From an optimization exercise on the open Yosys and OpenROAD flow, aimed at small area, a short achievable clock period and few clock cycles per item; shortcuts taken in it are not production practice.
Function was checked by simulation only, so behaviour that the tests miss may differ from the original.

Setup of oak:
// vrm_alu
module vrm_alu (
    input  wire        clk,
    input  wire        rst,         
    input  wire        in_valid,
    output wire        in_ready,
    input  wire [2:0]  op,          
    input  wire [39:0] tmp,         
    input  wire [39:0] mem,         
    output reg         out_valid,
    output reg  [39:0] res,         
    output reg  [1:0]  status,      
    output reg  [1:0]  cmp          
);
==> flow/config.mk <==
export PLATFORM = sky130hd
export DESIGN_NAME = vrm_alu
export DESIGN_NICKNAME = vrm_alu
export VERILOG_FILES = /design/flow/design.v
export SDC_FILE = /design/flow/constraint.sdc
export NUM_CORES = 4
export LEC_CHECK = 0
export ABC_AREA = 1
export CAP_MARGIN = 20
export CORE_MARGIN = 2
export CORE_UTILIZATION = 40
export SLEW_MARGIN = 20
==> flow/constraint.sdc <==
create_clock -name core_clock -period 12.0 [get_ports {clk}]
set_input_delay 2.4000 -clock core_clock [delete_from_list [all_inputs] [get_ports {clk}]]
set_output_delay 2.4000 -clock core_clock [all_outputs]
set_load 0.01 [all_outputs]
standard.sh (not shown) runs the stock make flow with config.mk's settings and CLKGATE_MAP_FILE= SYNTH_SCRIPT=/design/flow/synth_recipe.tcl, a recipe that flattens the netlist after the stock synthesis.
==> flow/flow/run.sh <==
#!/bin/bash
set -euo pipefail
bash standard.sh SETUP_SLACK_MARGIN=6 finish > standard_make.log 2>&1
Testbench counts of oak, summed over its fixed seeds: cycles 8,499, ops 4,800.
## Diff of input files: pine against oak
==> flow/run.sh (new file) <==
#!/bin/bash
# synth_recipe.tcl (not shown) runs the flow's synth.tcl, then flattens the netlist and writes it again
# the make line also repeats each setting of config.mk as NAME=value (left out here)
make -C /OpenROAD-flow-scripts/flow DESIGN_CONFIG=/design/flow/config.mk WORK_HOME=/design/flow/orfs CLKGATE_MAP_FILE= SYNTH_SCRIPT=/design/flow/synth_recipe.tcl finish
diff --git a/flow/config.mk b/flow/config.mk
--- a/flow/config.mk
+++ b/flow/config.mk
@@ -11,2 +11,3 @@
 export CORE_UTILIZATION = 40
+export SETUP_SLACK_MARGIN = 5
 export SLEW_MARGIN = 20
removed: flow/flow/run.sh
removed: flow/standard.sh
==> comparison <==
- Every run (oak and pine) finished clean.
- Reported for oak and pine, number of diodes added for antenna fixing turned out identical to the last digit.
- Compared with oak, pine shows length of the first detailed-routing pass in iterations higher by 1.
- oak vs pine, end point of the critical path: q[19]$_DFF_P_ vs res[32]$_DFFE_PP_
- Diff oak -> pine: aggregate routed wire length lost 1.7%; non-clock buffer count in the final layout dropped 25%; register share of the cell area +0.57 points; timing-limited maximum frequency -0.013 GHz.
- From oak to pine the numbers moved as follows: time the final worst path needs with I/O delays and setup went up by 0.52 ns; clock transition at the register clock pins on the worst setup and hold paths after CTS was more or less identical.
- [compare] base=oak new=pine: area added between synthesis and finish fell 4.0 points; met2 track demand over resource closely matched the old numbers.

* * *

Another version of the RTL of vrm_alu (not shown whole).
Size: roughly 2200 cells after synthesis, ~120 flip-flops, ~130 I/O pins, ~14000 µm² of cells after synthesis.
==> flow/design.v (excerpt) <==
module vrm_alu (
    input  wire        clk,
    input  wire        rst,         
    input  wire        in_valid,
    output wire        in_ready,
    input  wire [2:0]  op,          
    input  wire [39:0] tmp,         
    input  wire [39:0] mem,         
    output reg         out_valid,
    output reg  [39:0] res,         
    output reg  [1:0]  status,      
    output reg  [1:0]  cmp          
);
==> flow/config.mk <==
export PLATFORM = sky130hd
export DESIGN_NAME = vrm_alu
export DESIGN_NICKNAME = vrm_alu
export VERILOG_FILES = /design/flow/design.v
export SDC_FILE = /design/flow/constraint.sdc
export NUM_CORES = 4
export LEC_CHECK = 0
export ABC_AREA = 1
export CAP_MARGIN = 20
export CORE_MARGIN = 2
export CORE_UTILIZATION = 40
export SLEW_MARGIN = 20
==> flow/constraint.sdc <==
create_clock -name core_clock -period 12.0 [get_ports {clk}]
set_input_delay 2.4000 -clock core_clock [delete_from_list [all_inputs] [get_ports {clk}]]
set_output_delay 2.4000 -clock core_clock [all_outputs]
set_load 0.01 [all_outputs]
==> flow/flow/run.sh <==
#!/bin/bash
set -euo pipefail
bash standard.sh SETUP_SLACK_MARGIN=6 MATCH_CELL_FOOTPRINT=0 "BUFFER_PORTS_ARGS=-buffer_cell sky130_fd_sc_hd__buf_2" finish > standard_make.log 2>&1
Testbench counts at the start, summed over its fixed seeds: cycles 8,499, ops 4,800.
Then changed:
==> flow/flow/run.sh (replaced) <==
#!/bin/bash
set -euo pipefail
bash standard.sh SETUP_SLACK_MARGIN=6 "BUFFER_PORTS_ARGS=-buffer_cell sky130_fd_sc_hd__buf_2" finish > standard_make.log 2>&1
After rerunning: Sequential share of layout area stays the same. Routed wire length does not change. Area after synthesis does not change.

==> static timing again, ports no longer ideal <==
How much do the figures lean on ideal ports? The routed layouts below were timed once more, with nothing changed but the port constraints.
Step 1 assumes that a clkbuf_16 drives the clock port and a buf_2 every other input.
Step 2, shift: input delay + t, output delay - t, t = (earliest + latest rising clock arrival at the registers) / 2. This alone moves slack from input paths to output paths.
Three values: ideal, step 1, step 2; two values: the first two.
run	t, ns	setup slack, ns	slew at the worst register clock pin (ns)	worst data-port slew with drivers (ns)
oak	0.485	6.022 / 6.048 / 5.562	0.07 / 0.07	0.05
pine	0.481	5.498 / 5.498 / 5.498	0.07 / 0.07	0.05
the first run of note 2	0.474	6.242 / 6.242 / 5.950	0.06 / 0.06	0.04
the second run of note 2	0.474	6.242 / 6.242 / 5.950	0.06 / 0.06	0.04
After both steps setup and hold are still met in every run listed. For oak, which loses most, drivers alone change the setup slack by +0.026 ns; drivers and shift together by -0.460 ns.
